This design comes from an exercise in tuning for small area, a short achievable clock period and few clock cycles on the open sky130 flow, not from production work. Where RTL was checked, it was by simulation tests only, not by an equivalence proof against the original. No activity file was given, so power comes from the tool's default toggle rates.

== main ==
==> flow/design.v <==
module swath_engine (
    input  wire        clk,
    input  wire        rst,
    input  wire        in_valid,
    output wire        in_ready,
    input  wire [5:0]  in_swath,
    input  wire        in_mirror,
    input  wire [63:0] in_sh_l,
    input  wire [63:0] in_sh_r,
    input  wire [63:0] in_lv_l,
    input  wire [63:0] in_lv_r,
    output wire        ev_valid,
    input  wire        ev_ready,
    output wire [15:0] ev_data,
    output wire        res_valid,
    output wire [6:0]  res_k
);
    localparam [2:0] G_IDLE   = 3'd0,    
                     G_SELCOL = 3'd1,
                     G_RCMD   = 3'd2,
                     G_RSEL   = 3'd3,
                     G_DATA   = 3'd4,
                     G_WR     = 3'd5,
                     G_END    = 3'd6;
    localparam [3:0] K_CMD = 4'd1, K_DATA = 4'd2, K_SELCOL = 4'd3,
                     K_SELROW = 4'd4, K_WRITE = 4'd5, K_END = 4'd6;
    wire [63:0] d_l  = in_sh_l ^ in_lv_l;
    wire [63:0] d_r  = in_sh_r ^ in_lv_r;
    wire [63:0] wl_n = in_sh_l & ~in_lv_l;
    wire [63:0] wr_n = in_sh_r & ~in_lv_r;
    wire [63:0] wl_m = in_mirror ? (wl_n | d_r) : wl_n;
    wire [63:0] wr_m = in_mirror ? (wr_n | d_l) : wr_n;
    wire [63:0] any_n   = d_l | d_r;
    wire        blank_n = ~|any_n;
    reg [63:0] any, wl, wr;      
    reg [5:0]  sw;
    reg        full;             
    reg        sb;               
    reg        clr;              
    reg [2:0]  gs;               
    reg        last;             
    reg        bl, br;           
    reg [6:0]  k;                
    reg        gbusy;            
    reg        evv, evend;
    reg [15:0] evd;
    reg        resv;
    reg [6:0]  resk;
    reg [2:0]  cnt;              
    reg        hold;             
    reg [63:0] pre;              
    integer i;
    always @(*) begin
        pre[0] = 1'b0;
        for (i = 1; i < 64; i = i + 1) pre[i] = pre[i-1] | any[i-1];
    end
    wire [63:0] lo = any & ~pre;
    reg  [5:0]  lo_idx;
    integer j;
    always @(*) begin
        lo_idx = 6'd0;
        for (j = 0; j < 64; j = j + 1) lo_idx = lo_idx | ({6{lo[j]}} & j[5:0]);
    end
    wire lo_l  = |(lo & wl);
    wire lo_r  = |(lo & wr);
    wire multi = |(any & pre);   
    wire adv      = ~evv | ev_ready;
    wire ev_end   = evv & ev_ready & evend;      
    wire gen_rsel = adv & (gs == G_RSEL);
    wire take     = in_valid & in_ready;
    wire retire   = full & sb;                   
    wire start    = adv & (gs == G_IDLE) & full & ~sb;
    wire drain    = ~ev_end & (cnt != 3'd0) & ~hold;
    assign in_ready  = (~full | sb) & (cnt <= 3'd4) & ~(gbusy & ~hold & (cnt != 3'd0));
    assign ev_valid  = evv;
    assign ev_data   = evd;
    assign res_valid = resv;
    assign res_k     = resk;
    always @(posedge clk) begin
        if (in_ready) begin
            any <= any_n;
            wl  <= wl_m;
            wr  <= wr_m;
            sw  <= in_swath;
        end else if (clr) begin
            any <= any & pre;
        end
        if (take) sb <= blank_n;
    end
    always @(posedge clk) begin
        if (gen_rsel) begin
            bl   <= lo_l;
            br   <= lo_r;
            last <= ~multi;
        end
        if (start) k <= 7'd0;
        else if (gen_rsel) k <= k + 7'd1;
        if (adv) begin
            case (gs)
                G_IDLE:   evd <= {K_CMD, 12'd0};
                G_SELCOL: evd <= {K_SELCOL, sw, sw};
                G_RCMD:   evd <= {K_CMD, 12'd0};
                G_RSEL:   evd <= {K_SELROW, lo_idx, lo_idx};
                G_DATA:   evd <= {K_DATA, 12'd0};
                G_WR:     evd <= {K_WRITE, 4'd0, {4{br}}, {4{bl}}};
                default:  evd <= {K_END, 12'd0};
            endcase
            evend <= (gs == G_END);
        end
        resk <= ev_end ? k : 7'd0;
    end
    always @(posedge clk) begin
        if (rst) begin
            full  <= 1'b0;
            clr   <= 1'b0;
            gs    <= G_IDLE;
            evv   <= 1'b0;
            gbusy <= 1'b0;
            resv  <= 1'b0;
            cnt   <= 3'd0;
            hold  <= 1'b0;
        end else begin
            clr <= gen_rsel;
            if (adv) begin
                case (gs)
                    G_IDLE: begin
                        evv <= full & ~sb;
                        if (full & ~sb) gs <= G_SELCOL;
                    end
                    G_SELCOL: begin evv <= 1'b1; gs <= G_RCMD; end
                    G_RCMD:   begin evv <= 1'b1; gs <= G_RSEL; end
                    G_RSEL:   begin evv <= 1'b1; gs <= G_DATA; end
                    G_DATA:   begin evv <= 1'b1; gs <= G_WR;   end
                    G_WR:     begin evv <= 1'b1; gs <= last ? G_END : G_RCMD; end
                    default:  begin evv <= 1'b1; gs <= G_IDLE; end
                endcase
            end
            if (take)
                full <= 1'b1;
            else if (retire || (gen_rsel && !multi))
                full <= 1'b0;
            if (start)
                gbusy <= 1'b1;
            else if (ev_end)
                gbusy <= 1'b0;
            resv <= ev_end | drain;
            cnt  <= cnt + {2'd0, retire} - {2'd0, drain};
            if (retire && gbusy && !ev_end)
                hold <= 1'b1;
            else if (ev_end)
                hold <= 1'b0;
        end
    end
endmodule
==> flow/config.mk <==
export PLATFORM = sky130hd
export DESIGN_NAME = swath_engine
export DESIGN_NICKNAME = swath_engine
export VERILOG_FILES = /design/flow/design.v
export SDC_FILE = /design/flow/constraint.sdc
export NUM_CORES = 4
export LEC_CHECK = 0
export CAP_MARGIN = 20
export CORE_MARGIN = 2
export CORE_UTILIZATION = 40
export SLEW_MARGIN = 20
==> flow/constraint.sdc <==
create_clock -name core_clock -period 10.0 [get_ports {clk}]
set_input_delay 2.0000 -clock core_clock [delete_from_list [all_inputs] [get_ports {clk}]]
set_output_delay 2.0000 -clock core_clock [all_outputs]
set_load 0.01 [all_outputs]
standard.sh (not shown) runs the stock make flow with config.mk's settings and CLKGATE_MAP_FILE= SYNTH_SCRIPT=/design/flow/synth_recipe.tcl, a recipe that flattens the netlist after the stock synthesis.
==> flow/flow/run.sh <==
#!/bin/bash
# Layout flow: the standard ORFS flow (standard synthesis, unchanged),
# with small port buffers and the timing repair aimed at extra setup slack.
set -euo pipefail
export BUFFER_PORTS_ARGS="-buffer_cell sky130_fd_sc_hd__buf_1"
export SETUP_SLACK_MARGIN=6.5
bash standard.sh > orfs_make.log 2>&1
Testbench counts of main, summed over its fixed seeds: cycles 19,708.
--- input diff main..the feature branch ---
--- a/flow/design.v
+++ b/flow/design.v
@@ -48,6 +48,7 @@
     reg [6:0]  resk;
     reg [2:0]  cnt;              
     reg        hold;             
+    reg        rdy;              
     reg [63:0] pre;              
     integer i;
     always @(*) begin
@@ -71,7 +72,7 @@
     wire retire   = full & sb;                   
     wire start    = adv & (gs == G_IDLE) & full & ~sb;
     wire drain    = ~ev_end & (cnt != 3'd0) & ~hold;
-    assign in_ready  = (~full | sb) & (cnt <= 3'd4) & ~(gbusy & ~hold & (cnt != 3'd0));
+    assign in_ready  = rdy;
     assign ev_valid  = evv;
     assign ev_data   = evd;
     assign res_valid = resv;
@@ -85,7 +86,7 @@
         end else if (clr) begin
             any <= any & pre;
         end
-        if (take) sb <= blank_n;
+        sb <= sb_n;
     end
     always @(posedge clk) begin
         if (gen_rsel) begin
@@ -109,6 +110,13 @@
         end
         resk <= ev_end ? k : 7'd0;
     end
+    wire       full_n  = take | (full & ~retire & ~(gen_rsel & ~multi));
+    wire       sb_n    = take ? blank_n : sb;
+    wire       gbusy_n = start | (gbusy & ~ev_end);
+    wire       hold_n  = (retire & gbusy & ~ev_end) | (hold & ~ev_end);
+    wire [2:0] cnt_n   = cnt + {2'd0, retire} - {2'd0, drain};
+    wire       rdy_n   = (~full_n | sb_n) & (cnt_n <= 3'd4) &
+                         ~(gbusy_n & ~hold_n & (cnt_n != 3'd0));
     always @(posedge clk) begin
         if (rst) begin
             full  <= 1'b0;
@@ -119,6 +127,7 @@
             resv  <= 1'b0;
             cnt   <= 3'd0;
             hold  <= 1'b0;
+            rdy   <= 1'b1;
         end else begin
             clr <= gen_rsel;
             if (adv) begin
@@ -135,20 +144,12 @@
                     default:  begin evv <= 1'b1; gs <= G_IDLE; end
                 endcase
             end
-            if (take)
-                full <= 1'b1;
-            else if (retire || (gen_rsel && !multi))
-                full <= 1'b0;
-            if (start)
-                gbusy <= 1'b1;
-            else if (ev_end)
-                gbusy <= 1'b0;
-            resv <= ev_end | drain;
-            cnt  <= cnt + {2'd0, retire} - {2'd0, drain};
-            if (retire && gbusy && !ev_end)
-                hold <= 1'b1;
-            else if (ev_end)
-                hold <= 1'b0;
+            full  <= full_n;
+            gbusy <= gbusy_n;
+            resv  <= ev_end | drain;
+            cnt   <= cnt_n;
+            hold  <= hold_n;
+            rdy   <= rdy_n;
         end
     end
 endmodule
--- outcome ---
The non-clock buffering overhead in the final layout number comes out lower for main vs the feature branch.
Going from main to the feature branch, weighted congestion reported at the end of routability-driven placement now sits higher, total via count in the routed design increased 63.
For combinational group power, dividing the value from the feature branch by the value from main gives 0.49.
rdy as the capturing instance or port of the critical path was reported by the feature branch, and in_ready by main.
Across the feature branch and main, none had a timing, DRC or antenna violation.
NOTE: critical path depth in the feature branch exceeds that of main
Comparing main with the feature branch, the combined area of the multi-input logic cells came out essentially unchanged.
Function not checked in the feature branch: the RTL went through the layout flow alone.

## port drivers added, routing unchanged
In the flow no input, the clock included, has a driving cell. The finished layouts below were timed again as built, in two steps.
Step 1: set_driving_cell puts a clkbuf_16 on clk and a buf_2 on each other input, an assumption about the parent block.
Step 2 times the ports against the registers' clock, not the clock port: input delays grow and output delays shrink by t, the midpoint of the rising clock arrivals with the driver on.
Slacks: ideal ports / drivers / drivers and shift; pairs: ideal ports / drivers.
run	shift t [ns]	slack for setup (ns)	latest minus earliest clock arrival (ns)	worst data-port slew with drivers (ns)	pins driven straight from the clock port
main	0.601	6.383 / 6.326 / 6.028	0.014 / 0.014	0.05	1
the feature branch	0.609	6.423 / 6.453 / 5.844	0.035 / 0.036	0.05	1
After both steps setup and hold are still met in every run listed. The setup slack of the feature branch, which loses most, moves by +0.030 ns with the drivers and by -0.579 ns with both steps.
